Source: an optimization exercise on an open RTL-to-GDS flow (aim: small area and a short achievable clock period). Production flows keep margins and buffers that such runs may drop.
In this exercise RTL edits were held to simulation tests only and were not proved equivalent to the original.
No activity file was given, so power comes from the tool's default toggle rates.

==> flow/config.mk <==
export PLATFORM = sky130hd
export DESIGN_NAME = ava_core
export DESIGN_NICKNAME = ava_core
export VERILOG_FILES = /design/flow/design.v
export SDC_FILE = /design/flow/constraint.sdc
export NUM_CORES = 4
export LEC_CHECK = 0
export CAP_MARGIN = 20
export CORE_MARGIN = 2
export CORE_UTILIZATION = 65
export PLACE_DENSITY = 0.72
export SETUP_SLACK_MARGIN = 4.7
export SLEW_MARGIN = 20
export SYNTH_HIERARCHICAL = 1
==> flow/constraint.sdc <==
create_clock -name core_clock -period 10.0 [get_ports {clk}]
set_input_delay 2.0000 -clock core_clock [delete_from_list [all_inputs] [get_ports {clk}]]
set_output_delay 2.0000 -clock core_clock [all_outputs]
set_load 0.01 [all_outputs]
==> flow/flow/run.sh <==
#!/bin/bash
# The standard layout, with plain buffers (not delay cells) on the ports and
# a clock tree of smaller leaf buffers.
set -euo pipefail
export BUFFER_PORTS_ARGS="-buffer_cell sky130_fd_sc_hd__buf_2"
export CTS_ARGS="-sink_clustering_enable -repair_clock_nets -root_buf sky130_fd_sc_hd__clkbuf_16 -buf_list {sky130_fd_sc_hd__clkbuf_8 sky130_fd_sc_hd__clkbuf_16} -sink_clustering_buffer sky130_fd_sc_hd__clkbuf_4 -dont_use_dummy_load"
bash standard.sh finish > standard_flow.log 2>&1
==> flow/standard.sh <==
#!/bin/bash
# synth_recipe.tcl (not shown) runs the flow's synth.tcl, then flattens the netlist and writes it again
# the make line also repeats each setting of config.mk as NAME=value (left out here)
make -C /OpenROAD-flow-scripts/flow DESIGN_CONFIG=/design/flow/config.mk WORK_HOME=/design/flow/orfs CLKGATE_MAP_FILE= SYNTH_SCRIPT=/design/flow/synth_recipe.tcl "${@:-finish}"
==> flow/design.v <==
module ava_core (
    input  wire        clk,
    input  wire        rst,           
    input  wire [15:0] prog_len,      
    output wire [15:0] prog_addr,     
    input  wire [7:0]  prog_data,     
    output reg  [31:0] stk_w_data,
    output reg         stk_w_valid,
    input  wire        stk_w_ready,
    input  wire [31:0] stk_r_data,
    input  wire        stk_r_valid,
    output reg         stk_r_ready,
    output reg  [7:0]  out_data,
    output reg         out_valid,
    input  wire        out_ready,
    output wire        halt,
    output wire        fault,
    output wire [2:0]  cause,
    output wire        push_lost,
    output wire        out_lost
);
    localparam [3:0] S_INIT     = 4'd0;
    localparam [3:0] S_DECODE   = 4'd1;
    localparam [3:0] S_PUSHIMM1 = 4'd2;
    localparam [3:0] S_PUSHIMM2 = 4'd3;
    localparam [3:0] S_PUSHVAR1 = 4'd4;
    localparam [3:0] S_PUSHVAR2 = 4'd5;
    localparam [3:0] S_PUSHVAR3 = 4'd6;
    localparam [3:0] S_LET1     = 4'd7;    
    localparam [3:0] S_LETW     = 4'd8;    
    localparam [3:0] S_PRINT    = 4'd9;
    localparam [3:0] S_ALU1     = 4'd10;
    localparam [3:0] S_ALU2     = 4'd11;
    localparam [3:0] S_ALU3     = 4'd12;
    localparam [3:0] S_ALU4     = 4'd13;
    localparam [3:0] S_DONE     = 4'd14;
    localparam [7:0] OPC_PUSH_IMM  = 8'h01;
    localparam [7:0] OPC_PUSH_VAR  = 8'h0a;
    localparam [7:0] OPC_LET       = 8'h20;
    localparam [7:0] OPC_PRINT     = 8'h80;
    localparam [7:0] OPC_PRINT_LF  = 8'h82;
    localparam [7:0] OPC_ADD       = 8'ha0;
    localparam [7:0] OPC_MUL       = 8'ha5;
    localparam [2:0] C_NONE      = 3'd0;
    localparam [2:0] C_END       = 3'd1;
    localparam [2:0] C_UNKNOWN   = 3'd2;
    localparam [2:0] C_TRUNC     = 3'd6;
    localparam [2:0] C_BADSLOT   = 3'd7;
    reg  [3:0]  st;
    reg  [15:0] pc;
    reg  [7:0]  fb1;       
    reg         op_mul;
    reg  [15:0] opb;
    reg  [31:8] csx, csy;  
    reg  [7:0]  lo_sum;    
    reg         lo_cy;     
    reg  [2:0]  cause_r;
    reg         push_lost_r;
    reg         out_lost_r;
    reg  [31:0] slot0, slot1, slot2, slot3;
    wire [7:0] fb = prog_data;
    assign prog_addr = pc;
    assign halt      = (cause_r != C_NONE);
    assign fault     = cause_r[2];
    assign cause     = cause_r;
    assign push_lost = push_lost_r;
    assign out_lost  = out_lost_r;
    wire s_init  = (st == S_INIT);
    wire s_dec   = (st == S_DECODE);
    wire s_pi1   = (st == S_PUSHIMM1);
    wire s_pi2   = (st == S_PUSHIMM2);
    wire s_pv1   = (st == S_PUSHVAR1);
    wire s_pv2   = (st == S_PUSHVAR2);
    wire s_pv3   = (st == S_PUSHVAR3);
    wire s_let1  = (st == S_LET1);
    wire s_letw  = (st == S_LETW);
    wire s_print = (st == S_PRINT);
    wire s_alu1  = (st == S_ALU1);
    wire s_alu2  = (st == S_ALU2);
    wire s_alu3  = (st == S_ALU3);
    wire s_alu4  = (st == S_ALU4);
    wire fb_big   = (fb[7:2] != 6'd0);
    wire let_ok   = s_letw || (s_let1 && !fb_big);
    wire [1:0] let_idx = s_letw ? fb1[1:0] : fb[1:0];
    wire slot_w_en = let_ok && stk_r_valid;
    wire        addm = !op_mul;
    wire        mulm = op_mul;
    wire [15:0] a    = stk_r_data[15:0];
    wire [16:0] b    = {opb, 1'b0};
    reg  [7:0]  one, two, neg;
    integer i;
    always @(*) begin
        for (i = 0; i < 8; i = i + 1) begin
            one[i] = mulm & (b[2*i+1] ^ b[2*i]);
            two[i] = mulm & ((b[2*i+2] & ~b[2*i+1] & ~b[2*i]) | (~b[2*i+2] & b[2*i+1] & b[2*i]));
            neg[i] = mulm & b[2*i+2] & ~(b[2*i+1] & b[2*i]);
        end
        one[0] = addm | one[0];
    end
    wire [16:0] as = {a[15], a};
    wire [16:0] a2 = {a, 1'b0};
    wire [16:0] addb = addm ? {3'b000, ~opb[15], opb[14:2]} : 17'd0;
    wire [16:0] pp0 = (({17{one[0]}} & as) | ({17{two[0]}} & a2)) ^ {17{neg[0]}};
    wire [16:0] pp1 = ((({17{one[1]}} & as) | ({17{two[1]}} & a2)) ^ {17{neg[1]}}) | addb;
    wire [16:0] pp2 = (({17{one[2]}} & as) | ({17{two[2]}} & a2)) ^ {17{neg[2]}};
    wire [16:0] pp3 = (({17{one[3]}} & as) | ({17{two[3]}} & a2)) ^ {17{neg[3]}};
    wire [16:0] pp4 = (({17{one[4]}} & as) | ({17{two[4]}} & a2)) ^ {17{neg[4]}};
    wire [16:0] pp5 = (({17{one[5]}} & as) | ({17{two[5]}} & a2)) ^ {17{neg[5]}};
    wire [16:0] pp6 = (({17{one[6]}} & as) | ({17{two[6]}} & a2)) ^ {17{neg[6]}};
    wire [16:0] pp7 = (({17{one[7]}} & as) | ({17{two[7]}} & a2)) ^ {17{neg[7]}};
    wire        ng0 = addm ? opb[0] : neg[0];
    wire        ng1 = neg[1], ng2 = neg[2], ng3 = neg[3], ng4 = neg[4],
                ng5 = neg[5], ng6 = neg[6], ng7 = neg[7];
    wire        ab1 = addm & opb[1];
    wire [31:0] cs_x, cs_y;
    wire h10_0, g10_0, h11_1, g11_1, s12_0, k12_0, h12_2, g12_2, s13_1, k13_1, h13_3, g13_3, s14_2, k14_2, s14_3, k14_3, h14_4, g14_4, s15_4, k15_4, s15_5, k15_5, s15_6, k15_6, s16_7, k16_7, s16_8, k16_8, s16_9, k16_9, s17_10, k17_10, s17_11, k17_11, h17_5, g17_5, s18_12, k18_12, s18_13, k18_13, s19_14, k19_14, h19_6, g19_6, s20_15, k20_15, h21_7, g21_7, h6_8, g6_8, h7_9, g7_9, s8_16, k8_16, h8_10, g8_10, s9_17, k9_17, h9_11, g9_11, s10_18, k10_18, s10_19, k10_19, s11_20, k11_20, s11_21, k11_21, s12_22, k12_22, s12_23, k12_23, s13_24, k13_24, s13_25, k13_25, s14_26, k14_26, s14_27, k14_27, s15_28, k15_28, s15_29, k15_29, s16_30, k16_30, s16_31, k16_31, s17_32, k17_32, s17_33, k17_33, s18_34, k18_34, s18_35, k18_35, s19_36, k19_36, s19_37, k19_37, s20_38, k20_38, s20_39, k20_39, s21_40, k21_40, s21_41, k21_41, s22_42, k22_42, s22_43, k22_43, s23_44, k23_44, h23_12, g23_12, s24_45, k24_45, h25_13, g25_13, h4_14, g4_14, h5_15, g5_15, s6_46, k6_46, s7_47, k7_47, s8_48, k8_48, s9_49, k9_49, s10_50, k10_50, s11_51, k11_51, s12_52, k12_52, s13_53, k13_53, s14_54, k14_54, s15_55, k15_55, s16_56, k16_56, s17_57, k17_57, s18_58, k18_58, s19_59, k19_59, s20_60, k20_60, s21_61, k21_61, s22_62, k22_62, s23_63, k23_63, s24_64, k24_64, s25_65, k25_65, s26_66, k26_66, h27_16, g27_16, h2_17, g2_17, h3_18, g3_18, s4_67, k4_67, s5_68, k5_68, s6_69, k6_69, s7_70, k7_70, s8_71, k8_71, s9_72, k9_72, s10_73, k10_73, s11_74, k11_74, s12_75, k12_75, s13_76, k13_76, s14_77, k14_77, s15_78, k15_78, s16_79, k16_79, s17_80, k17_80, s18_81, k18_81, s19_82, k19_82, s20_83, k20_83, s21_84, k21_84, s22_85, k22_85, s23_86, k23_86, s24_87, k24_87, s25_88, k25_88, s26_89, k26_89, s27_90, k27_90, s28_91, k28_91, h29_19, g29_19;
    assign h10_0 = pp0[10] ^ pp1[8];
    assign g10_0 = pp0[10] & pp1[8];
    assign h11_1 = pp0[11] ^ pp1[9];
    assign g11_1 = pp0[11] & pp1[9];
    assign s12_0 = pp0[12] ^ pp1[10] ^ pp2[8];
    assign k12_0 = (pp0[12] & pp1[10]) | (pp0[12] & pp2[8]) | (pp1[10] & pp2[8]);
    assign h12_2 = pp3[6] ^ pp4[4];
    assign g12_2 = pp3[6] & pp4[4];
    assign s13_1 = pp0[13] ^ pp1[11] ^ pp2[9];
    assign k13_1 = (pp0[13] & pp1[11]) | (pp0[13] & pp2[9]) | (pp1[11] & pp2[9]);
    assign h13_3 = pp3[7] ^ pp4[5];
    assign g13_3 = pp3[7] & pp4[5];
    assign s14_2 = pp0[14] ^ pp1[12] ^ pp2[10];
    assign k14_2 = (pp0[14] & pp1[12]) | (pp0[14] & pp2[10]) | (pp1[12] & pp2[10]);
    assign s14_3 = pp3[8] ^ pp4[6] ^ pp5[4];
    assign k14_3 = (pp3[8] & pp4[6]) | (pp3[8] & pp5[4]) | (pp4[6] & pp5[4]);
    assign h14_4 = pp6[2] ^ pp7[0];
    assign g14_4 = pp6[2] & pp7[0];
    assign s15_4 = pp0[15] ^ pp1[13] ^ pp2[11];
    assign k15_4 = (pp0[15] & pp1[13]) | (pp0[15] & pp2[11]) | (pp1[13] & pp2[11]);
    assign s15_5 = pp3[9] ^ pp4[7] ^ pp5[5];
    assign k15_5 = (pp3[9] & pp4[7]) | (pp3[9] & pp5[5]) | (pp4[7] & pp5[5]);
    assign s15_6 = pp6[3] ^ pp7[1] ^ addm;
    assign k15_6 = (pp6[3] & pp7[1]) | (pp6[3] & addm) | (pp7[1] & addm);
    assign s16_7 = ~pp0[16] ^ pp1[14] ^ pp2[12];
    assign k16_7 = (~pp0[16] & pp1[14]) | (~pp0[16] & pp2[12]) | (pp1[14] & pp2[12]);
    assign s16_8 = pp3[10] ^ pp4[8] ^ pp5[6];
    assign k16_8 = (pp3[10] & pp4[8]) | (pp3[10] & pp5[6]) | (pp4[8] & pp5[6]);
    assign s16_9 = pp6[4] ^ pp7[2] ^ mulm;
    assign k16_9 = (pp6[4] & pp7[2]) | (pp6[4] & mulm) | (pp7[2] & mulm);
    assign s17_10 = pp1[15] ^ pp2[13] ^ pp3[11];
    assign k17_10 = (pp1[15] & pp2[13]) | (pp1[15] & pp3[11]) | (pp2[13] & pp3[11]);
    assign s17_11 = pp4[9] ^ pp5[7] ^ pp6[5];
    assign k17_11 = (pp4[9] & pp5[7]) | (pp4[9] & pp6[5]) | (pp5[7] & pp6[5]);
    assign h17_5 = pp7[3] ^ 1'b1;
    assign g17_5 = pp7[3] & 1'b1;
    assign s18_12 = ~pp1[16] ^ pp2[14] ^ pp3[12];
    assign k18_12 = (~pp1[16] & pp2[14]) | (~pp1[16] & pp3[12]) | (pp2[14] & pp3[12]);
    assign s18_13 = pp4[10] ^ pp5[8] ^ pp6[6];
    assign k18_13 = (pp4[10] & pp5[8]) | (pp4[10] & pp6[6]) | (pp5[8] & pp6[6]);
    assign s19_14 = pp2[15] ^ pp3[13] ^ pp4[11];
    assign k19_14 = (pp2[15] & pp3[13]) | (pp2[15] & pp4[11]) | (pp3[13] & pp4[11]);
    assign h19_6 = pp5[9] ^ pp6[7];
    assign g19_6 = pp5[9] & pp6[7];
    assign s20_15 = ~pp2[16] ^ pp3[14] ^ pp4[12];
    assign k20_15 = (~pp2[16] & pp3[14]) | (~pp2[16] & pp4[12]) | (pp3[14] & pp4[12]);
    assign h21_7 = pp3[15] ^ pp4[13];
    assign g21_7 = pp3[15] & pp4[13];
    assign h6_8 = pp0[6] ^ pp1[4];
    assign g6_8 = pp0[6] & pp1[4];
    assign h7_9 = pp0[7] ^ pp1[5];
    assign g7_9 = pp0[7] & pp1[5];
    assign s8_16 = pp0[8] ^ pp1[6] ^ pp2[4];
    assign k8_16 = (pp0[8] & pp1[6]) | (pp0[8] & pp2[4]) | (pp1[6] & pp2[4]);
    assign h8_10 = pp3[2] ^ pp4[0];
    assign g8_10 = pp3[2] & pp4[0];
    assign s9_17 = pp0[9] ^ pp1[7] ^ pp2[5];
    assign k9_17 = (pp0[9] & pp1[7]) | (pp0[9] & pp2[5]) | (pp1[7] & pp2[5]);
    assign h9_11 = pp3[3] ^ pp4[1];
    assign g9_11 = pp3[3] & pp4[1];
    assign s10_18 = h10_0 ^ pp2[6] ^ pp3[4];
    assign k10_18 = (h10_0 & pp2[6]) | (h10_0 & pp3[4]) | (pp2[6] & pp3[4]);
    assign s10_19 = pp4[2] ^ pp5[0] ^ ng5;
    assign k10_19 = (pp4[2] & pp5[0]) | (pp4[2] & ng5) | (pp5[0] & ng5);
    assign s11_20 = h11_1 ^ pp2[7] ^ pp3[5];
    assign k11_20 = (h11_1 & pp2[7]) | (h11_1 & pp3[5]) | (pp2[7] & pp3[5]);
    assign s11_21 = pp4[3] ^ pp5[1] ^ g10_0;
    assign k11_21 = (pp4[3] & pp5[1]) | (pp4[3] & g10_0) | (pp5[1] & g10_0);
    assign s12_22 = s12_0 ^ h12_2 ^ pp5[2];
    assign k12_22 = (s12_0 & h12_2) | (s12_0 & pp5[2]) | (h12_2 & pp5[2]);
    assign s12_23 = pp6[0] ^ ng6 ^ g11_1;
    assign k12_23 = (pp6[0] & ng6) | (pp6[0] & g11_1) | (ng6 & g11_1);
    assign s13_24 = s13_1 ^ h13_3 ^ pp5[3];
    assign k13_24 = (s13_1 & h13_3) | (s13_1 & pp5[3]) | (h13_3 & pp5[3]);
    assign s13_25 = pp6[1] ^ k12_0 ^ g12_2;
    assign k13_25 = (pp6[1] & k12_0) | (pp6[1] & g12_2) | (k12_0 & g12_2);
    assign s14_26 = s14_2 ^ s14_3 ^ h14_4;
    assign k14_26 = (s14_2 & s14_3) | (s14_2 & h14_4) | (s14_3 & h14_4);
    assign s14_27 = ng7 ^ k13_1 ^ g13_3;
    assign k14_27 = (ng7 & k13_1) | (ng7 & g13_3) | (k13_1 & g13_3);
    assign s15_28 = s15_4 ^ s15_5 ^ s15_6;
    assign k15_28 = (s15_4 & s15_5) | (s15_4 & s15_6) | (s15_5 & s15_6);
    assign s15_29 = k14_2 ^ k14_3 ^ g14_4;
    assign k15_29 = (k14_2 & k14_3) | (k14_2 & g14_4) | (k14_3 & g14_4);
    assign s16_30 = s16_7 ^ s16_8 ^ s16_9;
    assign k16_30 = (s16_7 & s16_8) | (s16_7 & s16_9) | (s16_8 & s16_9);
    assign s16_31 = k15_4 ^ k15_5 ^ k15_6;
    assign k16_31 = (k15_4 & k15_5) | (k15_4 & k15_6) | (k15_5 & k15_6);
    assign s17_32 = s17_10 ^ s17_11 ^ h17_5;
    assign k17_32 = (s17_10 & s17_11) | (s17_10 & h17_5) | (s17_11 & h17_5);
    assign s17_33 = k16_7 ^ k16_8 ^ k16_9;
    assign k17_33 = (k16_7 & k16_8) | (k16_7 & k16_9) | (k16_8 & k16_9);
    assign s18_34 = s18_12 ^ s18_13 ^ pp7[4];
    assign k18_34 = (s18_12 & s18_13) | (s18_12 & pp7[4]) | (s18_13 & pp7[4]);
    assign s18_35 = k17_10 ^ k17_11 ^ g17_5;
    assign k18_35 = (k17_10 & k17_11) | (k17_10 & g17_5) | (k17_11 & g17_5);
    assign s19_36 = s19_14 ^ h19_6 ^ pp7[5];
    assign k19_36 = (s19_14 & h19_6) | (s19_14 & pp7[5]) | (h19_6 & pp7[5]);
    assign s19_37 = k18_12 ^ k18_13 ^ 1'b1;
    assign k19_37 = (k18_12 & k18_13) | (k18_12 & 1'b1) | (k18_13 & 1'b1);
    assign s20_38 = s20_15 ^ pp5[10] ^ pp6[8];
    assign k20_38 = (s20_15 & pp5[10]) | (s20_15 & pp6[8]) | (pp5[10] & pp6[8]);
    assign s20_39 = pp7[6] ^ k19_14 ^ g19_6;
    assign k20_39 = (pp7[6] & k19_14) | (pp7[6] & g19_6) | (k19_14 & g19_6);
    assign s21_40 = h21_7 ^ pp5[11] ^ pp6[9];
    assign k21_40 = (h21_7 & pp5[11]) | (h21_7 & pp6[9]) | (pp5[11] & pp6[9]);
    assign s21_41 = pp7[7] ^ k20_15 ^ 1'b1;
    assign k21_41 = (pp7[7] & k20_15) | (pp7[7] & 1'b1) | (k20_15 & 1'b1);
    assign s22_42 = ~pp3[16] ^ pp4[14] ^ pp5[12];
    assign k22_42 = (~pp3[16] & pp4[14]) | (~pp3[16] & pp5[12]) | (pp4[14] & pp5[12]);
    assign s22_43 = pp6[10] ^ pp7[8] ^ g21_7;
    assign k22_43 = (pp6[10] & pp7[8]) | (pp6[10] & g21_7) | (pp7[8] & g21_7);
    assign s23_44 = pp4[15] ^ pp5[13] ^ pp6[11];
    assign k23_44 = (pp4[15] & pp5[13]) | (pp4[15] & pp6[11]) | (pp5[13] & pp6[11]);
    assign h23_12 = pp7[9] ^ 1'b1;
    assign g23_12 = pp7[9] & 1'b1;
    assign s24_45 = ~pp4[16] ^ pp5[14] ^ pp6[12];
    assign k24_45 = (~pp4[16] & pp5[14]) | (~pp4[16] & pp6[12]) | (pp5[14] & pp6[12]);
    assign h25_13 = pp5[15] ^ pp6[13];
    assign g25_13 = pp5[15] & pp6[13];
    assign h4_14 = pp0[4] ^ pp1[2];
    assign g4_14 = pp0[4] & pp1[2];
    assign h5_15 = pp0[5] ^ pp1[3];
    assign g5_15 = pp0[5] & pp1[3];
    assign s6_46 = h6_8 ^ pp2[2] ^ pp3[0];
    assign k6_46 = (h6_8 & pp2[2]) | (h6_8 & pp3[0]) | (pp2[2] & pp3[0]);
    assign s7_47 = h7_9 ^ pp2[3] ^ pp3[1];
    assign k7_47 = (h7_9 & pp2[3]) | (h7_9 & pp3[1]) | (pp2[3] & pp3[1]);
    assign s8_48 = s8_16 ^ h8_10 ^ ng4;
    assign k8_48 = (s8_16 & h8_10) | (s8_16 & ng4) | (h8_10 & ng4);
    assign s9_49 = s9_17 ^ h9_11 ^ k8_16;
    assign k9_49 = (s9_17 & h9_11) | (s9_17 & k8_16) | (h9_11 & k8_16);
    assign s10_50 = s10_18 ^ s10_19 ^ k9_17;
    assign k10_50 = (s10_18 & s10_19) | (s10_18 & k9_17) | (s10_19 & k9_17);
    assign s11_51 = s11_20 ^ s11_21 ^ k10_18;
    assign k11_51 = (s11_20 & s11_21) | (s11_20 & k10_18) | (s11_21 & k10_18);
    assign s12_52 = s12_22 ^ s12_23 ^ k11_20;
    assign k12_52 = (s12_22 & s12_23) | (s12_22 & k11_20) | (s12_23 & k11_20);
    assign s13_53 = s13_24 ^ s13_25 ^ k12_22;
    assign k13_53 = (s13_24 & s13_25) | (s13_24 & k12_22) | (s13_25 & k12_22);
    assign s14_54 = s14_26 ^ s14_27 ^ k13_24;
    assign k14_54 = (s14_26 & s14_27) | (s14_26 & k13_24) | (s14_27 & k13_24);
    assign s15_55 = s15_28 ^ s15_29 ^ k14_26;
    assign k15_55 = (s15_28 & s15_29) | (s15_28 & k14_26) | (s15_29 & k14_26);
    assign s16_56 = s16_30 ^ s16_31 ^ k15_28;
    assign k16_56 = (s16_30 & s16_31) | (s16_30 & k15_28) | (s16_31 & k15_28);
    assign s17_57 = s17_32 ^ s17_33 ^ k16_30;
    assign k17_57 = (s17_32 & s17_33) | (s17_32 & k16_30) | (s17_33 & k16_30);
    assign s18_58 = s18_34 ^ s18_35 ^ k17_32;
    assign k18_58 = (s18_34 & s18_35) | (s18_34 & k17_32) | (s18_35 & k17_32);
    assign s19_59 = s19_36 ^ s19_37 ^ k18_34;
    assign k19_59 = (s19_36 & s19_37) | (s19_36 & k18_34) | (s19_37 & k18_34);
    assign s20_60 = s20_38 ^ s20_39 ^ k19_36;
    assign k20_60 = (s20_38 & s20_39) | (s20_38 & k19_36) | (s20_39 & k19_36);
    assign s21_61 = s21_40 ^ s21_41 ^ k20_38;
    assign k21_61 = (s21_40 & s21_41) | (s21_40 & k20_38) | (s21_41 & k20_38);
    assign s22_62 = s22_42 ^ s22_43 ^ k21_40;
    assign k22_62 = (s22_42 & s22_43) | (s22_42 & k21_40) | (s22_43 & k21_40);
    assign s23_63 = s23_44 ^ h23_12 ^ k22_42;
    assign k23_63 = (s23_44 & h23_12) | (s23_44 & k22_42) | (h23_12 & k22_42);
    assign s24_64 = s24_45 ^ pp7[10] ^ k23_44;
    assign k24_64 = (s24_45 & pp7[10]) | (s24_45 & k23_44) | (pp7[10] & k23_44);
    assign s25_65 = h25_13 ^ pp7[11] ^ k24_45;
    assign k25_65 = (h25_13 & pp7[11]) | (h25_13 & k24_45) | (pp7[11] & k24_45);
    assign s26_66 = ~pp5[16] ^ pp6[14] ^ pp7[12];
    assign k26_66 = (~pp5[16] & pp6[14]) | (~pp5[16] & pp7[12]) | (pp6[14] & pp7[12]);
    assign h27_16 = pp6[15] ^ pp7[13];
    assign g27_16 = pp6[15] & pp7[13];
    assign h2_17 = pp0[2] ^ pp1[0];
    assign g2_17 = pp0[2] & pp1[0];
    assign h3_18 = pp0[3] ^ pp1[1];
    assign g3_18 = pp0[3] & pp1[1];
    assign s4_67 = h4_14 ^ pp2[0] ^ ng2;
    assign k4_67 = (h4_14 & pp2[0]) | (h4_14 & ng2) | (pp2[0] & ng2);
    assign s5_68 = h5_15 ^ pp2[1] ^ g4_14;
    assign k5_68 = (h5_15 & pp2[1]) | (h5_15 & g4_14) | (pp2[1] & g4_14);
    assign s6_69 = s6_46 ^ ng3 ^ g5_15;
    assign k6_69 = (s6_46 & ng3) | (s6_46 & g5_15) | (ng3 & g5_15);
    assign s7_70 = s7_47 ^ g6_8 ^ k6_46;
    assign k7_70 = (s7_47 & g6_8) | (s7_47 & k6_46) | (g6_8 & k6_46);
    assign s8_71 = s8_48 ^ g7_9 ^ k7_47;
    assign k8_71 = (s8_48 & g7_9) | (s8_48 & k7_47) | (g7_9 & k7_47);
    assign s9_72 = s9_49 ^ g8_10 ^ k8_48;
    assign k9_72 = (s9_49 & g8_10) | (s9_49 & k8_48) | (g8_10 & k8_48);
    assign s10_73 = s10_50 ^ g9_11 ^ k9_49;
    assign k10_73 = (s10_50 & g9_11) | (s10_50 & k9_49) | (g9_11 & k9_49);
    assign s11_74 = s11_51 ^ k10_19 ^ k10_50;
    assign k11_74 = (s11_51 & k10_19) | (s11_51 & k10_50) | (k10_19 & k10_50);
    assign s12_75 = s12_52 ^ k11_21 ^ k11_51;
    assign k12_75 = (s12_52 & k11_21) | (s12_52 & k11_51) | (k11_21 & k11_51);
    assign s13_76 = s13_53 ^ k12_23 ^ k12_52;
    assign k13_76 = (s13_53 & k12_23) | (s13_53 & k12_52) | (k12_23 & k12_52);
    assign s14_77 = s14_54 ^ k13_25 ^ k13_53;
    assign k14_77 = (s14_54 & k13_25) | (s14_54 & k13_53) | (k13_25 & k13_53);
    assign s15_78 = s15_55 ^ k14_27 ^ k14_54;
    assign k15_78 = (s15_55 & k14_27) | (s15_55 & k14_54) | (k14_27 & k14_54);
    assign s16_79 = s16_56 ^ k15_29 ^ k15_55;
    assign k16_79 = (s16_56 & k15_29) | (s16_56 & k15_55) | (k15_29 & k15_55);
    assign s17_80 = s17_57 ^ k16_31 ^ k16_56;
    assign k17_80 = (s17_57 & k16_31) | (s17_57 & k16_56) | (k16_31 & k16_56);
    assign s18_81 = s18_58 ^ k17_33 ^ k17_57;
    assign k18_81 = (s18_58 & k17_33) | (s18_58 & k17_57) | (k17_33 & k17_57);
    assign s19_82 = s19_59 ^ k18_35 ^ k18_58;
    assign k19_82 = (s19_59 & k18_35) | (s19_59 & k18_58) | (k18_35 & k18_58);
    assign s20_83 = s20_60 ^ k19_37 ^ k19_59;
    assign k20_83 = (s20_60 & k19_37) | (s20_60 & k19_59) | (k19_37 & k19_59);
    assign s21_84 = s21_61 ^ k20_39 ^ k20_60;
    assign k21_84 = (s21_61 & k20_39) | (s21_61 & k20_60) | (k20_39 & k20_60);
    assign s22_85 = s22_62 ^ k21_41 ^ k21_61;
    assign k22_85 = (s22_62 & k21_41) | (s22_62 & k21_61) | (k21_41 & k21_61);
    assign s23_86 = s23_63 ^ k22_43 ^ k22_62;
    assign k23_86 = (s23_63 & k22_43) | (s23_63 & k22_62) | (k22_43 & k22_62);
    assign s24_87 = s24_64 ^ g23_12 ^ k23_63;
    assign k24_87 = (s24_64 & g23_12) | (s24_64 & k23_63) | (g23_12 & k23_63);
    assign s25_88 = s25_65 ^ k24_64 ^ 1'b1;
    assign k25_88 = (s25_65 & k24_64) | (s25_65 & 1'b1) | (k24_64 & 1'b1);
    assign s26_89 = s26_66 ^ g25_13 ^ k25_65;
    assign k26_89 = (s26_66 & g25_13) | (s26_66 & k25_65) | (g25_13 & k25_65);
    assign s27_90 = h27_16 ^ k26_66 ^ 1'b1;
    assign k27_90 = (h27_16 & k26_66) | (h27_16 & 1'b1) | (k26_66 & 1'b1);
    assign s28_91 = ~pp6[16] ^ pp7[14] ^ g27_16;
    assign k28_91 = (~pp6[16] & pp7[14]) | (~pp6[16] & g27_16) | (pp7[14] & g27_16);
    assign h29_19 = pp7[15] ^ 1'b1;
    assign g29_19 = pp7[15] & 1'b1;
    assign cs_x[0] = pp0[0];
    assign cs_y[0] = ng0;
    assign cs_x[1] = pp0[1];
    assign cs_y[1] = ab1;
    assign cs_x[2] = h2_17;
    assign cs_y[2] = ng1;
    assign cs_x[3] = h3_18;
    assign cs_y[3] = g2_17;
    assign cs_x[4] = s4_67;
    assign cs_y[4] = g3_18;
    assign cs_x[5] = s5_68;
    assign cs_y[5] = k4_67;
    assign cs_x[6] = s6_69;
    assign cs_y[6] = k5_68;
    assign cs_x[7] = s7_70;
    assign cs_y[7] = k6_69;
    assign cs_x[8] = s8_71;
    assign cs_y[8] = k7_70;
    assign cs_x[9] = s9_72;
    assign cs_y[9] = k8_71;
    assign cs_x[10] = s10_73;
    assign cs_y[10] = k9_72;
    assign cs_x[11] = s11_74;
    assign cs_y[11] = k10_73;
    assign cs_x[12] = s12_75;
    assign cs_y[12] = k11_74;
    assign cs_x[13] = s13_76;
    assign cs_y[13] = k12_75;
    assign cs_x[14] = s14_77;
    assign cs_y[14] = k13_76;
    assign cs_x[15] = s15_78;
    assign cs_y[15] = k14_77;
    assign cs_x[16] = s16_79;
    assign cs_y[16] = k15_78;
    assign cs_x[17] = s17_80;
    assign cs_y[17] = k16_79;
    assign cs_x[18] = s18_81;
    assign cs_y[18] = k17_80;
    assign cs_x[19] = s19_82;
    assign cs_y[19] = k18_81;
    assign cs_x[20] = s20_83;
    assign cs_y[20] = k19_82;
    assign cs_x[21] = s21_84;
    assign cs_y[21] = k20_83;
    assign cs_x[22] = s22_85;
    assign cs_y[22] = k21_84;
    assign cs_x[23] = s23_86;
    assign cs_y[23] = k22_85;
    assign cs_x[24] = s24_87;
    assign cs_y[24] = k23_86;
    assign cs_x[25] = s25_88;
    assign cs_y[25] = k24_87;
    assign cs_x[26] = s26_89;
    assign cs_y[26] = k25_88;
    assign cs_x[27] = s27_90;
    assign cs_y[27] = k26_89;
    assign cs_x[28] = s28_91;
    assign cs_y[28] = k27_90;
    assign cs_x[29] = h29_19;
    assign cs_y[29] = k28_91;
    assign cs_x[30] = ~pp7[16];
    assign cs_y[30] = g29_19;
    assign cs_x[31] = 1'b1;
    assign cs_y[31] = 1'b0;
    wire [31:0] cs_p = cs_x ^ cs_y;
    wire [31:0] cs_g = cs_x & cs_y;
    wire [8:0]  lo_c;
    assign lo_c[0] = 1'b0;
    assign lo_c[1] = cs_g[0];
    genvar lg;
    generate
        for (lg = 1; lg < 8; lg = lg + 1) begin : lo_ripple
            ava_gc lo_cell (.g1(cs_g[lg]), .p1(cs_p[lg]), .g0(lo_c[lg]), .g(lo_c[lg + 1]));
        end
    endgenerate
    reg  [23:0] ks_p, ks_g;
    reg  [31:0] alu_result;
    integer ki;
    always @(*) begin
        ks_p = csx;
        ks_g = csy;
        ks_g[0] = csy[8] | (csx[8] & lo_cy);
        for (ki = 1; ki < 24; ki = ki * 2) begin
            ks_g = ks_g | (ks_p & (ks_g << ki));
            ks_p = ks_p & ((ks_p << ki) | ((24'd1 << ki) - 24'd1));
        end
        alu_result = {csx ^ {ks_g[22:0], lo_cy}, lo_sum};
    end
    reg [31:0] slot_rd;
    always @(*) begin
        case (fb1[1:0])
            2'd0: slot_rd = slot0;
            2'd1: slot_rd = slot1;
            2'd2: slot_rd = slot2;
            default: slot_rd = slot3;
        endcase
    end
    wire pop_any = s_letw || s_print || s_alu1 || s_alu3;
    wire dec_lf_n, rq_n1, rq_n2, rq_n3, rq_n4, rq_dec, rq_prt, rq_let, rq_pop, rq_ready, rq_out;
    ava_nor3  rq_g1 (.a(fb[6]), .b(fb[5]), .c(fb[4]), .y(rq_n1));
    ava_nor3  rq_g2 (.a(fb[3]), .b(fb[2]), .c(fb[0]), .y(rq_n2));
    ava_nor3  rq_g3 (.a(fb[7]), .b(fb[6]), .c(fb[5]), .y(rq_n3));
    ava_nor3  rq_g4 (.a(fb[4]), .b(fb[3]), .c(fb[2]), .y(rq_n4));
    ava_and3  rq_g5 (.a(fb[7]), .b(fb[1]), .c(s_dec), .y(dec_lf_n));
    ava_nand3 rq_g6 (.a(rq_n1), .b(rq_n2), .c(dec_lf_n), .y(rq_dec));
    ava_nand2 rq_g7 (.a(s_print), .b(stk_r_valid), .y(rq_prt));
    ava_nand2 rq_g8 (.a(rq_dec), .b(rq_prt), .y(rq_out));
    ava_nand4 rq_g9 (.a(stk_r_valid), .b(s_let1), .c(rq_n3), .d(rq_n4), .y(rq_let));
    ava_nand2 rq_g10 (.a(stk_r_valid), .b(pop_any), .y(rq_pop));
    ava_nand2 rq_g11 (.a(rq_let), .b(rq_pop), .y(rq_ready));
    always @(*) begin
        stk_w_valid = s_pi2 || s_pv3 || s_alu4;
        stk_r_ready = rq_ready;
        out_valid   = rq_out;
        out_data    = s_print ? {stk_r_data[7:4] + 4'd3, stk_r_data[3:0]} : 8'h0a;
        if (s_pi2)
            stk_w_data = {16'd0, fb, fb1};
        else if (s_pv3)
            stk_w_data = slot_rd;
        else
            stk_w_data = alu_result;
    end
    wire at_end = ({pc[15:1], pc[0] | s_init} == prog_len);
    always @(posedge clk) begin
        csx <= cs_p[31:8];
        csy <= cs_g[31:8];
        lo_sum <= cs_p[7:0] ^ lo_c[7:0];
        lo_cy <= lo_c[8];
        fb1[7:2] <= fb[7:2];
        if (!(s_letw || s_pv2))
            fb1[1:0] <= fb[1:0];
        if (s_alu1)
            opb <= stk_r_data[15:0];
        if (s_dec)
            op_mul <= fb[0];
    end
    always @(posedge clk) begin
        if (rst) begin
            st          <= S_INIT;
            pc          <= 16'd0;
            cause_r     <= C_NONE;
            push_lost_r <= 1'b0;
            out_lost_r  <= 1'b0;
        end else begin
            if (stk_w_valid && !stk_w_ready)
                push_lost_r <= 1'b1;
            if (out_valid && !out_ready)
                out_lost_r <= 1'b1;
            case (st)
                S_INIT: begin
                    pc <= pc + 16'd1;
                    if (at_end) begin
                        st      <= S_DONE;
                        cause_r <= C_END;
                    end else begin
                        st <= S_DECODE;
                    end
                end
                S_DECODE: begin
                    case (fb)
                        OPC_PUSH_IMM, OPC_PUSH_VAR, OPC_LET: begin
                            if (at_end) begin
                                st      <= S_DONE;
                                cause_r <= C_TRUNC;
                            end else begin
                                pc <= pc + 16'd1;
                                if (fb == OPC_PUSH_IMM)
                                    st <= S_PUSHIMM1;
                                else if (fb == OPC_PUSH_VAR)
                                    st <= S_PUSHVAR1;
                                else
                                    st <= S_LET1;
                            end
                        end
                        OPC_PRINT:    st <= S_PRINT;
                        OPC_PRINT_LF: begin
                            if (at_end) begin
                                st      <= S_DONE;
                                cause_r <= C_END;
                            end else begin
                                pc <= pc + 16'd1;
                                st <= S_DECODE;
                            end
                        end
                        OPC_ADD, OPC_MUL: st <= S_ALU1;
                        default: begin
                            st      <= S_DONE;
                            cause_r <= C_UNKNOWN;
                        end
                    endcase
                end
                S_PUSHIMM1: begin
                    if (at_end) begin
                        st      <= S_DONE;
                        cause_r <= C_TRUNC;
                    end else begin
                        pc <= pc + 16'd1;
                        st <= S_PUSHIMM2;
                    end
                end
                S_PUSHVAR1: begin
                    if (fb_big) begin
                        st      <= S_DONE;
                        cause_r <= C_BADSLOT;
                    end else begin
                        st <= S_PUSHVAR2;
                    end
                end
                S_PUSHVAR2: st <= S_PUSHVAR3;
                S_LET1: begin
                    if (fb_big) begin
                        st      <= S_DONE;
                        cause_r <= C_BADSLOT;
                    end else if (!stk_r_valid) begin
                        st <= S_LETW;
                    end else if (at_end) begin
                        st      <= S_DONE;
                        cause_r <= C_END;
                    end else begin
                        pc <= pc + 16'd1;
                        st <= S_DECODE;
                    end
                end
                S_LETW, S_PRINT: begin
                    if (stk_r_valid) begin
                        if (at_end) begin
                            st      <= S_DONE;
                            cause_r <= C_END;
                        end else begin
                            pc <= pc + 16'd1;
                            st <= S_DECODE;
                        end
                    end
                end
                S_ALU1: if (stk_r_valid) st <= S_ALU2;
                S_ALU2: st <= S_ALU3;
                S_ALU3: if (stk_r_valid) st <= S_ALU4;
                S_PUSHIMM2, S_PUSHVAR3, S_ALU4: begin
                    if (at_end) begin
                        st      <= S_DONE;
                        cause_r <= C_END;
                    end else begin
                        pc <= pc + 16'd1;
                        st <= S_DECODE;
                    end
                end
                default: ;
            endcase
        end
    end
    always @(posedge clk) begin
        if (!rst && slot_w_en) begin
            case (let_idx)
                2'd0: slot0 <= stk_r_data;
                2'd1: slot1 <= stk_r_data;
                2'd2: slot2 <= stk_r_data;
                default: slot3 <= stk_r_data;
            endcase
        end
    end
endmodule
module ava_gc (input wire g1, p1, g0, output wire g);
    assign g = g1 | (p1 & g0);
endmodule
module ava_nor3 (input wire a, b, c, output wire y);
    assign y = ~(a | b | c);
endmodule
module ava_and3 (input wire a, b, c, output wire y);
    assign y = a & b & c;
endmodule
module ava_nand2 (input wire a, b, output wire y);
    assign y = ~(a & b);
endmodule
module ava_nand3 (input wire a, b, c, output wire y);
    assign y = ~(a & b & c);
endmodule
module ava_nand4 (input wire a, b, c, d, output wire y);
    assign y = ~(a & b & c & d);
endmodule
==> key figures, run 1 <==
Critical path
  • CP Data Arrival Time: 3210 ps
  • Top cell by count, worst path: buf_2
  • Cell Chain, Critical Path: buf_2, inv_1, ha_1, xor2_1, nor2_1, buf_2
  • Slowest cell on the critical path: buf_2
  • CP required: 8000 ps
  • Worst setup EP type: output pin
  • Reg2reg path depth: 11
  • Critical path launch point type: primary input
  • Maximum fanout along the worst path: 24
  • Largest stage delay, worst path: 420 ps
  • Critical path class: primary input to output pin

STA
  • Worst-Margin Slew: 1040 ps
  • Fmax achieved: 192 MHz
  • Setup repair after global routing missed its margin: yes
  • Min Tclk post-route: 5210 ps
  • Final period util: 52.1%
  • Pins Over Slew Limit: 0
  • Final Hold Fails: 0
  • Setup-failing EPs final: 0
  • Clk_skew: ~33 ps
  • Setup TNS Final: 0 ps
  • Worst rel slew slack: 30.4%

Logic synthesis
  • Top-count cell post-synth: edfxtp_1
  • Synth warnings: 7
  • Syn Nets: 1720
  • Syn Inst Count: 1511
  • Commonest cells post-synth: edfxtp_1, a22oi_1, inv_1
  • Post-synth ARST share: 0%
  • Top_reg_cell synth: edfxtp_1
  • Cell taking the most area after synthesis: edfxtp_1
  • Register area share after synthesis: 38.6%
  • Syn_area_per_cell: 10.5 um2
  • Synth cell types: 73
  • Number of flops mapped to enable cells by yosys: around 150
  • Dominant cells by area after synthesis: edfxtp_1, dfxtp_1, fa_1, a22oi_1, ha_1
  • Yosys top cell area share: 27.8%
  • Post-Syn Area: 15900 um2
  • Synth Register Bits: 233

Min path
  • Worst hold path class: register to register
  • WHS Path Cells: 2

Drt
  • Drt via density: 6.49
  • Drt drc: 0
  • Total number of vias: about 13000
  • Total Wirelength: 42500 um
  • Post-route ant nets: 0
  • Routed WL per cell: around 22 um
  • Pre-antenna DRT Iters: 6
  • Initial DRC Count: 1336

Die
  • Core Box Area: 24200 um2
  • Die footprint: between 20000 and 30000 um2
  • Die Span X: roughly 160 um
  • Row count: 57
  • Starting Density: approximately 66%
  • Die H: 160 um
  • IO Pins: 127

Placement
  • GPL Wtd Cong: roughly 0.95
  • Placed cells: 1867
  • Hpwl dp: just under 30000 um
  • Port Buffers: approximately 130

Power
  • Maximum VDD drop: 0.167 mV
  • Power density over the cells: between 200 and 300 nW/um2
  • P_leak: ~6.9 nW

Global routing
  • Remaining global-route overflow: 0
  • Global-route wire length before repair: 67000 um
  • Vias in the first global route: between 10000 and 15000
  • Initial antenna violation count: 1
  • GRT Util Overall: 33.2%
  • Pin count of the biggest net entering global routing: 35

Clock network
  • Total number of clock tree sinks: 233
  • Longest Clk Path Bufs: 3
  • Clock input transition at the sequential cells of the worst setup and hold paths: ~60 ps
  • TritonCTS clock tree: done
  • Max H-tree Level: 2
  • # hold bufs at CTS: 0
  • CTS Buf Count: 59
  • Clock latency on the worst-skew pair: 490 ps
  • CTS root buffer: clkbuf_16

Layout
  • Fin cells: just under 2000
  • Syn-to-layout area delta: 9.42%
  • Layout cells sized above 1: approximately 18%
  • Fin nets: about 1800

Status
  • Status: no timing/DRC/antenna violations

Run
  • Maxcap violations: 0
[stage by stage]
step | power [mW] | setup WS (ps) | cell area (um2) | util [%] | hold slack [ps]
2_1_floorplan | 3.45 | 4730 | 15900 | - | 502
3_3_place_gp | 4.26 | 4480 | 16700 | 69.1 | 444
3_5_place_dp | 4.40 | 4470 | 16700 | 69.1 | 462
4_1_cts | 5.12 | 4680 | 17300 | 71.6 | 476
5_1_grt | 5.63 | 4640 | 17400 | 72.0 | 550
6_report | 5.13 | 4790 | 17400 | 72.0 | 471
[worst max-delay path, delay by kind of cell]
kind / cells / cell delay (ps)
XOR/XNOR: 1 / 160
adder cells (fa/ha/maj): 1 / 230
buffers and inverters: 3 / 710
AND/OR/NAND/NOR: 1 / 110
[Yosys stat by module (local to each module, per instance), a selection]
module / cells inside / area, um2
ava_and3: 1 / 6.26
ava_core: 1493 / 15800
ava_gc: 1 / 7.51
ava_nand3: 1 / 5.00
ava_nand4: 1 / 6.26
ava_nor3: 1 / 10.0
[report_power, final]
part / internal [mW] / total (mW) / switching, mW
combinational: 1.30 / 3.10 / 1.80
sequential: 1.22 / 1.35 / 0.130
clock: 0.336 / 0.674 / 0.337
total: 2.86 / 5.13 / 2.27
[per-layer routing]
layer / part of all wire (%) / track usage (%)
met1: 40 / 44.9
met3: 9.6 / 6.61
met5: 0 / 0
met2: 47 / 53.7
met4: 3.4 / 11.8
[cell families after synthesis]
group | synth area share, %
AO/OA/AOI/OAI | 16.7
XOR/XNOR | 8.43
adder cells (fa/ha/maj) | 15.7
buffers and inverters | 5.74
flip-flops | 38.6
multiplexers | 5.55
AND/OR/NAND/NOR | 9.32
[layout by cell type, fill, tap and decap left out, types with 6 or more instances in the layout]
| cell type | n |
|---|---|
| edfxtp_1 | 147 |
| buf_2 | 125 |
| inv_1 | 119 |
| a22oi_1 | 119 |
| nand2_1 | 105 |
| fa_1 | 85 |
| a21oi_1 | 84 |
| dfxtp_1 | 84 |
| xnor2_1 | 80 |
| xor2_1 | 72 |
| o21ai_0 | 62 |
| ha_1 | 61 |
| clkbuf_4 | 55 |
| nor2_1 | 53 |
| mux4_2 | 32 |
| buf_4 | 26 |
| nand3_1 | 22 |
| or3_1 | 17 |
| nor3_1 | 16 |
| a22o_1 | 15 |
| a21o_1 | 15 |
| a31oi_1 | 15 |
| mux2i_1 | 15 |
| and2_1 | 14 |
| nand3b_1 | 13 |
| a221oi_1 | 12 |
| o21a_1 | 10 |
| o22ai_1 | 8 |
| and3_1 | 8 |
| nand4_1 | 7 |
| nor3_2 | 6 |
| nand2b_1 | 6 |
| o21bai_1 | 6 |
| or3b_2 | 6 |
[registers in the layout, summed over array words and instances, names as in the netlist]
signal	count
cause_r	3
csx	23
csy	23
fb1	8
lo_cy	1
lo_sum	8
op_mul	1
opb	16
out_lost_r	1
pc	16
push_lost_r	1
slot0	32
slot1	32
slot2	32
slot3	32
st	4
[path summary, 6_finish.rpt]
check	startpoint	to	slack, ps
hold / removal	out_lost_r	out_lost_r	470
hold reg to reg	out_lost_r	out_lost_r	470
setup / recovery	stk_r_data[5]	out_data[6]	4790
setup reg to reg	op_mul	csx[15]	5190
[cell type report]
type	count	area [um2]
diodes	1	2.50
clock buffers	59	531
fillers	1775	6780
inverters	122	458
multi-input cells	1039	9000
flip-flops and latches	233	6140
well taps	324	405
repair buffers	155	866
[timing repair]
action,CTS,global route
pin swaps,9,5
gates resized for setup,14,7
hold endpoints to repair,0,0
endpoints found under the setup margin,7,7
cloned,0,0
setup buffers,3,0
==> inputs of run 2 (changes only) <==
--- a/flow/config.mk
+++ b/flow/config.mk
@@ -7,8 +7,7 @@
 export LEC_CHECK = 0
 export CAP_MARGIN = 20
 export CORE_MARGIN = 2
-export CORE_UTILIZATION = 65
-export PLACE_DENSITY = 0.72
+export CORE_UTILIZATION = 55
 export SETUP_SLACK_MARGIN = 4.7
 export SLEW_MARGIN = 20
 export SYNTH_HIERARCHICAL = 1
==> run 2 against run 1 <==
Clock skew is 19 ps higher. Worst hold slack worse by 8.6 ps. Total power up 0.27%. Clock power hardly changed. Cell count is 3.5% higher. Non-clock buffer count rose by 6. Clock-buffer cell count is 2 higher.
==> key figures, run 2 <==
Global routing
  • Pin count of the biggest net entering global routing: 35
  • GRT Util Overall: around 30%
  • Remaining global-route overflow: 0
  • Global-route wire length before repair: between 60000 and 70000 um
  • Vias in the first global route: 12389
  • Initial antenna violation count: 0

STA
  • Min Tclk post-route: 5280 ps
  • Worst rel slew slack: 45.5%
  • Setup-failing EPs final: 0
  • Fmax achieved: approximately 190 MHz
  • Setup repair after global routing missed its margin: yes
  • Worst-Margin Slew: 817 ps
  • Setup TNS Final: 0 ps
  • Clk_skew: 51.9 ps
  • Final Hold Fails: 0
  • Pins Over Slew Limit: 0
  • Final period util: 52.8%

Critical path
  • Critical path class: register to output pin
  • CP Data Arrival Time: 3280 ps
  • Maximum fanout along the worst path: 3
  • Slowest cell on the critical path: or3_1
  • CP required: 8000 ps
  • Critical path launch point type: register
  • Largest stage delay, worst path: roughly 380 ps
  • Cell Chain, Critical Path: ha_4, or2_4, ha_4, o211a_1, o211a_1, o311ai_4, a211oi_2, or3_1, a21oi_2, nor2_1, a211oi_2, buf_2
  • Worst setup EP type: output pin

Clock network
  • TritonCTS clock tree: done
  • Clock input transition at the sequential cells of the worst setup and hold paths: 50 ps
  • Clock latency on the worst-skew pair: 480 ps
  • CTS root buffer: clkbuf_16
  • # hold bufs at CTS: 0
  • CTS Buf Count: 61
  • Total number of clock tree sinks: 233
  • Max H-tree Level: 2
  • Longest Clk Path Bufs: 3

Placement
  • Hpwl dp: about 31000 um
  • Placed Area: 16800 um2
  • Port Buffers: 126
  • Placed cells: 1928
  • GPL Wtd Cong: 0.942

Logic synthesis
  • Register area share after synthesis: 38.6%
  • Syn_area_per_cell: 10.5 um2
  • Synth cell types: between 70 and 80
  • Number of flops mapped to enable cells by yosys: about 150
  • Yosys top cell area share: 27.8%
  • Syn Inst Count: 1511
  • Syn Nets: about 1700
  • Commonest cells post-synth: edfxtp_1, a22oi_1, inv_1
  • Dominant cells by area after synthesis: edfxtp_1, dfxtp_1, fa_1, a22oi_1, ha_1
  • Top-count cell post-synth: edfxtp_1
  • Cell taking the most area after synthesis: edfxtp_1
  • Synth warnings: 7
  • Top_reg_cell synth: edfxtp_1
  • Post-Syn Area: about 16000 um2
  • Synth Register Bits: 233
  • Post-synth ARST share: 0%

Layout
  • Syn-to-layout area delta: 10.6%
  • Layout cells sized above 1: about 19%
  • Antenna diodes: 0
  • Finished Cell Area: 17600 um2
  • Fin cells: 2000
  • Fin nets: ~1800
  • Commonest non-fill, non-tap cell in the layout: edfxtp_1
  • Most frequent cells in the layout: edfxtp_1, buf_2, inv_1, a22oi_1, nand2_1

Power
  • Maximum VDD drop: approximately 0.15 mV
  • P_leak: 6.99 nW
  • Power density over the cells: between 200 and 300 nW/um2

Drt
  • Initial DRC Count: 1212
  • Drt drc: 0
  • Total Wirelength: 44100 um
  • Routed WL per cell: ~22 um
  • Drt via density: 6.10
  • Total number of vias: 12194
  • Post-route ant nets: 0
  • Pre-antenna DRT Iters: 5

Min path
  • Worst hold path class: register to register

Die
  • Row count: 62
  • IO Pins: 127
  • Die H: 174 um
  • Die Span X: ~170 um
  • Die footprint: ~30000 um2
  • Starting Density: between 50 and 60%
  • Core Box Area: 28500 um2

Status
  • Status: no timing/DRC/antenna violations

Run
  • Maxcap violations: 0
==> run 2: layout make-up <==
type | instances | area (um2)
multi-input combinational | 1039 | 9020
fill | 2494 | 11000
sequential | 233 | 6140
clock buffer | 61 | 546
timing repair buffer | 161 | 940
tap | 384 | 480
inverter | 122 | 458
==> run 2: kinds of logic after synthesis <==
family,share of synthesized area (%)
XOR/XNOR,8.43
AO/OA/AOI/OAI,16.7
flip-flops,38.6
adder cells (fa/ha/maj),15.7
AND/OR/NAND/NOR,9.32
multiplexers,5.55
buffers and inverters,5.74
==> run 2: final timing paths <==
path              start              to  slack, ps  depth (start not counted)
max              csx[8]  stk_w_data[28]       4720                         12
min          out_lost_r      out_lost_r        460                          2
max reg2reg      op_mul         csx[19]       5120                         11
min reg2reg  out_lost_r      out_lost_r        460                          2
==> run 2: metal layers <==
| layer | up-vias | wire (um) | global-route usage, % |
|---|---|---|---|
| met1 | 5921 | 18300 | 38.8 |
| met4 | 0 | 1220 | 9.35 |
| met5 | - | 0 | 0 |
| met3 | 81 | 3400 | 5.47 |
| li1 | 5634 | - | - |
| met2 | 558 | 21200 | 49.7 |
==> run 2: Yosys stat by module (local to each module, per instance) <==
module     flops+latches  area, um2
ava_nand4              0       6.26
ava_nand2              0       3.75
ava_gc                 0       7.51
ava_nand3              0       5.00
ava_and3               0       6.26
ava_core             233      15800
ava_nor3               0       10.0
==> run 2: critical path: cells and delay by family, from the launching register on <==
| family | cells | cell delay, ps |
|---|---|---|
| AO/OA/AOI/OAI | 6 | 1310 |
| adder cells (fa/ha/maj) | 2 | 310 |
| buffers and inverters | 1 | 190 |
| flip-flops | 1 | 320 |
| AND/OR/NAND/NOR | 3 | 680 |
==> run 2: what timing repair did <==
action	CTS	global route
endpoints found under the setup margin	7	13
pin swaps	10	5
buffers inserted	4	3
resized for setup	18	7
gates cloned	0	0
==> run 2: stage by stage <==
stage	setup WS, ps	total power [mW]	utilization (%)	hold WS [ps]
2_1_floorplan	4730	3.45	-	502
3_3_place_gp	4560	4.31	58.7	446
3_5_place_dp	4550	4.43	58.8	458
4_1_cts	4680	5.17	61.1	466
5_1_grt	4550	5.70	61.6	496
6_report	4720	5.14	61.6	462
==> run 2: where the power goes <==
group	internal, mW	leakage [nW]	switching [mW]
combinational	1.31	4.63	1.81
sequential	1.22	2.04	0.133
clock	0.344	0.319	0.330
total	2.87	6.99	2.27

-- static timing again, ports no longer ideal --
No port has a modelled driver above. Below, the same layouts with a new extraction and two added sets of constraints. Step 1: set_driving_cell puts a clkbuf_16 on clk and a buf_2 on each other input, an assumption about the parent block. Step 2, shift: input delay + t, output delay - t, t = (earliest + latest rising clock arrival at the registers) / 2. This alone moves slack from input paths to output paths. a / b / c = no drivers / after step 1 / after step 2; a / b = the first two.
run | t (ns) | setup slack, ns | latest minus earliest clock arrival (ns) | pins driven straight from the clock port
run 1 | 0.520 | 4.792 / 4.747 / 4.538 | 0.039 / 0.040 | 1
run 2 | 0.512 | 4.724 / 4.671 / 4.526 | 0.052 / 0.052 | 1
After both steps every run listed still meets setup and hold. The setup slack of run 1, which loses most, moves by -0.045 ns with the drivers and by -0.254 ns with both steps.
